Background: an optimization exercise with open tools, aiming at small area, a short achievable clock period and few clock cycles per item. Do not read the settings as production practice.
The RTL was checked by simulation tests, not by an equivalence proof against the original design.

==> inputs of run E <==
==> flow/design.v (excerpt) <==
module bfp_codec (
    input  wire         clk,
    input  wire         rst,
    input  wire         in_valid,
    output wire         in_ready,
    input  wire         in_mode,
    input  wire [3:0]   in_wm1,
    input  wire [7:0]   in_exp,
    input  wire [383:0] in_data,
    output wire         out_valid,
    input  wire         out_ready,
    output wire         out_mode,
    output wire [7:0]   out_exp,
    output wire [383:0] out_data
);
    localparam [1:0] S_IDLE = 2'd0,
                     S_BUSY = 2'd1,
                     S_DONE = 2'd2;
    integer i, j, k, w;
    reg [1:0]   state;
    reg [2:0]   gc;       
    reg [2:0]   oc;       
    reg [5:0]   p;        
    reg         mode;
    reg [3:0]   wm1;
    reg [15:0]  oh;       
    reg [15:0]  th;       
    reg [3:0]   e;
    reg [7:0]   exp_r;
    reg [127:0] acc;      
    reg [383:0] a;        
    reg [383:0] b;        
    wire take = in_valid & in_ready;
    assign in_ready  = (state == S_IDLE) | ((state == S_DONE) & out_ready);
    assign out_valid = (state == S_DONE);
    assign out_mode  = mode;
    assign out_exp   = mode ? exp_r : {4'd0, e};
    assign out_data  = b;
    reg [14:0] mor;
    reg [3:0]  bitlen;
    always @(*) begin
        mor = 15'd0;
        for (i = 0; i < 24; i = i + 1)
            mor = mor | (in_data[16*i +: 15] ^ {15{in_data[16*i+15]}});
        bitlen = 4'd0;
        for (k = 0; k < 15; k = k + 1)
            if (mor[k]) bitlen = k[3:0] + 4'd1;
    end
    wire [3:0] e_in = (bitlen > in_wm1) ? (bitlen - in_wm1) : 4'd0;
    reg [15:0] s;
    reg [63:0] cn;
    always @(*) begin
        cn = 64'd0;
        for (k = 0; k < 4; k = k + 1) begin
            s = a[16*k +: 16] >> e;                         
            for (w = 1; w <= 16; w = w + 1)
                for (j = 0; j < w; j = j + 1)
                    cn[63 - (k*w + j)] = cn[63 - (k*w + j)] | (oh[w-1] & s[w-1-j]);
        end
    end
    wire [6:0]   w4   = {1'b0, wm1, 2'b00} + 7'd4;       
    wire         need = ({1'b0, p} < w4);
  ...
==> module bfp_codec, before the edit <==
module bfp_codec (
    input  wire         clk,
    input  wire         rst,
    input  wire         in_valid,
    output wire         in_ready,
    input  wire         in_mode,
    input  wire [3:0]   in_wm1,
    input  wire [7:0]   in_exp,
    input  wire [383:0] in_data,
    output wire         out_valid,
    input  wire         out_ready,
    output wire         out_mode,
    output wire [7:0]   out_exp,
    output wire [383:0] out_data
);
    localparam [1:0] S_IDLE = 2'd0,
                     S_BUSY = 2'd1,
                     S_DONE = 2'd2;
    integer i, j, k, w;
    reg [1:0]   state;
    reg [2:0]   gc;       
    reg [2:0]   oc;       
    reg [5:0]   p;        
    reg         mode;
    reg [3:0]   wm1;
    reg [15:0]  oh;       
    reg [15:0]  th;       
    reg [3:0]   e;
    reg [7:0]   exp_r;
    reg [127:0] acc;      
    reg [383:0] a;        
    reg [383:0] b;        
    wire take = in_valid & in_ready;
    assign in_ready  = (state == S_IDLE) | ((state == S_DONE) & out_ready);
    assign out_valid = (state == S_DONE);
    assign out_mode  = mode;
    assign out_exp   = mode ? exp_r : {4'd0, e};
    assign out_data  = b;
    reg [14:0] mor;
    reg [3:0]  bitlen;
    always @(*) begin
        mor = 15'd0;
        for (i = 0; i < 24; i = i + 1)
            mor = mor | (in_data[16*i +: 15] ^ {15{in_data[16*i+15]}});
        bitlen = 4'd0;
        for (k = 0; k < 15; k = k + 1)
            if (mor[k]) bitlen = k[3:0] + 4'd1;
    end
    wire [3:0] e_in = (bitlen > in_wm1) ? (bitlen - in_wm1) : 4'd0;
    reg [15:0] s;
    reg [63:0] cn;
    always @(*) begin
        cn = 64'd0;
        for (k = 0; k < 4; k = k + 1) begin
            s = a[16*k +: 16] >> e;                         
            for (w = 1; w <= 16; w = w + 1)
                for (j = 0; j < w; j = j + 1)
                    cn[63 - (k*w + j)] = cn[63 - (k*w + j)] | (oh[w-1] & s[w-1-j]);
        end
    end
    wire [6:0]   w4   = {1'b0, wm1, 2'b00} + 7'd4;       
    wire         need = ({1'b0, p} < w4);
    wire         feed = ~mode | need;
    wire [63:0]  nin  = mode ? a[383:320] : cn;
    wire [127:0] comb = acc | (feed ? ({nin, 64'd0} >> p) : 128'd0);
    wire [7:0]   tot  = {2'b00, p} + (feed ? (mode ? 8'd64 : {1'b0, w4}) : 8'd0);
    wire         emit = (tot >= 8'd64);                   
    reg [63:0] dn;
    reg [15:0] f;
    reg        sg;
    always @(*) begin
        for (k = 0; k < 4; k = k + 1) begin
            f  = 16'd0;
            sg = 1'b0;
            for (w = 1; w <= 16; w = w + 1) begin
                sg = sg | (oh[w-1] & comb[127 - k*w]);
                for (j = 0; j < w; j = j + 1)
                    f[j] = f[j] | (oh[w-1] & comb[127 - (k*w + w - 1 - j)]);
            end
            for (j = 0; j < 16; j = j + 1)
                dn[16*k + j] = th[j] ? f[j] : sg;
        end
    end
    always @(posedge clk) begin
        if (rst) begin
            state <= S_IDLE;
        end else if (take) begin
            state <= S_BUSY;
        end else if (state == S_DONE) begin
            if (out_ready) state <= S_IDLE;
        end else if (state == S_BUSY) begin
            if (mode ? (gc == 3'd5) : (gc == 3'd6)) state <= S_DONE;
        end
        if (take) begin
            a     <= in_data;
            b     <= 384'd0;
            acc   <= 128'd0;
            p     <= 6'd0;
            gc    <= 3'd0;
            oc    <= 3'd0;
            mode  <= in_mode;
            wm1   <= in_wm1;
            exp_r <= in_exp;
            e     <= e_in;
            for (k = 0; k < 16; k = k + 1) begin
                oh[k] <= (in_wm1 == k);
                th[k] <= (k <= in_wm1);
            end
        end else if (state == S_BUSY) begin
            gc <= gc + 3'd1;
            if (mode) begin
                if (need) a <= a << 64;
                acc <= comb << w4;
                p   <= tot[5:0] - w4[5:0];
                b   <= {dn, b[383:64]};
            end else if (gc != 3'd6) begin
                a <= a >> 64;
                if (emit) begin
                    for (k = 0; k < 6; k = k + 1)
                        if (oc == k) b[383 - 64*k -: 64] <= comb[127 -: 64];
                    oc  <= oc + 3'd1;
                    acc <= comb << 64;
                    p   <= tot[5:0];
                end else begin
                    acc <= comb;
                    p   <= tot[5:0];
                end
            end else begin
                for (k = 0; k < 6; k = k + 1)
                    if (oc == k) b[383 - 64*k -: 64] <= acc[127 -: 64];
            end
        end
    end
endmodule
Settings: LEC_CHECK=0, CAP_MARGIN=20, CORE_MARGIN=2, CORE_UTILIZATION=25, SETUP_SLACK_MARGIN=2.0, SLEW_MARGIN=20; clock period 10.0 ns.
run.sh (not shown) runs the stock make flow with config.mk's settings and CLKGATE_MAP_FILE= SYNTH_SCRIPT=/design/flow/synth_recipe.tcl, a recipe that flattens the netlist after the stock synthesis.
==> run G (differences from run E) <==
==> flow/design.v (replaced) <==
module bfp_codec (
    input  wire         clk,
    input  wire         rst,
    input  wire         in_valid,
    output wire         in_ready,
    input  wire         in_mode,
    input  wire [3:0]   in_wm1,
    input  wire [7:0]   in_exp,
    input  wire [383:0] in_data,
    output wire         out_valid,
    input  wire         out_ready,
    output wire         out_mode,
    output wire [7:0]   out_exp,
    output wire [383:0] out_data
);
    localparam [2:0] S_IDLE = 3'd0,
                     S_SCAN = 3'd1,
                     S_PACK = 3'd2,
                     S_DEC  = 3'd3,
                     S_DONE = 3'd4;
    reg [2:0]   state;
    reg [4:0]   cnt;
    reg         mode;
    reg [3:0]   wm1;
    reg [7:0]   exp_r;
    reg [14:0]  mr;       
    reg [383:0] a;        
    reg [383:0] b;        
    assign in_ready  = (state == S_IDLE);
    assign out_valid = (state == S_DONE);
    assign out_mode  = mode;
    assign out_exp   = exp_r;
    assign out_data  = b;
    wire [15:0] top = a[383:368];
    wire [14:0] mag = top[15] ? ~top[14:0] : top[14:0];
    reg [3:0] bitlen;
    integer k;
    always @(*) begin
        bitlen = 4'd0;
        for (k = 0; k < 15; k = k + 1)
            if (mr[k]) bitlen = k[3:0] + 4'd1;
    end
    wire [3:0] e = (bitlen > wm1) ? (bitlen - wm1) : 4'd0;
    wire signed [15:0] s    = $signed(top) >>> e;
    wire        [15:0] s_la = s << (4'd15 - wm1);
    wire signed [15:0] m    = $signed(top) >>> (4'd15 - wm1);
    always @(posedge clk) begin
        if (rst) begin
            state <= S_IDLE;
            cnt   <= 5'd0;
            mode  <= 1'b0;
            wm1   <= 4'd0;
            exp_r <= 8'd0;
            mr    <= 15'd0;
            a     <= 384'd0;
            b     <= 384'd0;
        end else begin
            case (state)
                S_IDLE: begin
                    if (in_valid) begin
                        a     <= in_data;
                        mode  <= in_mode;
                        wm1   <= in_wm1;
                        exp_r <= in_exp;
                        mr    <= 15'd0;
                        b     <= 384'd0;
                        cnt   <= 5'd0;
                        state <= in_mode ? S_DEC : S_SCAN;
                    end
                end
                S_SCAN: begin
                    if (mag > mr) mr <= mag;
                    a   <= {a[367:0], a[383:368]};
                    cnt <= cnt + 5'd1;
                    if (cnt == 5'd23) begin
                        cnt   <= 5'd0;
                        state <= S_PACK;
                    end
                end
                S_PACK: begin
                    b   <= ((b >> 1) >> wm1) | {s_la, 368'd0};
                    a   <= {a[367:0], 16'd0};
                    cnt <= cnt + 5'd1;
                    if (cnt == 5'd23) begin
                        exp_r <= {4'd0, e};
                        state <= S_DONE;
                    end
                end
                S_DEC: begin
                    b   <= {m, b[383:16]};
                    a   <= (a << 1) << wm1;
                    cnt <= cnt + 5'd1;
                    if (cnt == 5'd23)
                        state <= S_DONE;
                end
                S_DONE: begin
                    if (out_ready)
                        state <= S_IDLE;
                end
                default: state <= S_IDLE;
            endcase
        end
    end
endmodule
SETUP_SLACK_MARGIN = unset   (was 2.0)
==> results.json <==
{
  "criticalPathCategory": "flip-flop to flip-flop",
  "min_period_ns": 7.99,
  "pwr.group.clock_mw": 4.52,
  "reg2regPathDepth": 16,
  "synthXorXnorAreaFrac": 0.0425,
  "synth_top_area_cell": "edfxtp_1",
  "fin_nets": 10600,
  "met3_length_um": 86200,
  "use_met2": 0.642,
  "start_util": 0.251,
  "stdcell_count": 14500,
  "cts.sinks": 955,
  "cp_data_arrival_time_ns": 8.83,
  "synth.mux.area_fraction": 0.0957,
  "synth_cell_types": 126,
  "synth_compound_area_frac": 0.324,
  "cp_slowest_cell": "a2111oi_0",
  "die_area_sq_mm": 0.311,
  "status": "finished clean",
  "fin_util": 0.315
}
-- figures above: run E

==> results.json <==
{
  "synth_top_area_cell": "mux4_2",
  "criticalPathCategory": "flip-flop to primary output",
  "fin_nets": 8563,
  "die_area_sq_mm": 0.308,
  "start_util": 0.251,
  "stdcell_count": 12200,
  "synth_cell_types": 100,
  "status": "finished clean",
  "pwr.group.clock_mw": 4.13,
  "cts.sinks": 804
}
-- figures above: run G

Testbench counts of run E, summed over its fixed seeds: cycles 14,420, items 1,920.
Testbench counts of run G, summed over its fixed seeds: cycles 73,248, items 1,920.

-- port drivers added, routing unchanged --
Ports are ideal in the flow. The routed layouts listed here were re-timed in OpenROAD.
Step 1: set_driving_cell puts a clkbuf_16 on clk and a buf_2 on each other input, an assumption about the parent block.
Step 2 also shifts input and output timing later by t, the mid clock arrival at the registers, as if the neighbouring blocks saw the same clock.
a / b / c = ideal ports / drivers / drivers and shift; a / b = the first two.
| run | t, ns | setup slack, ns | latest minus earliest clock arrival (ns) | worst data-port slew with drivers (ns) |
|---|---|---|---|---|
| run E | 1.007 | 2.009 / 2.009 / 2.009 | 0.170 / 0.170 | 0.13 |
| run G | 0.938 | 4.403 / 4.312 / 4.294 | 0.077 / 0.076 | 0.30 |
After both steps every run listed still meets setup and hold. For run G, which loses most, drivers alone change the setup slack by -0.091 ns; drivers and shift together by -0.109 ns.
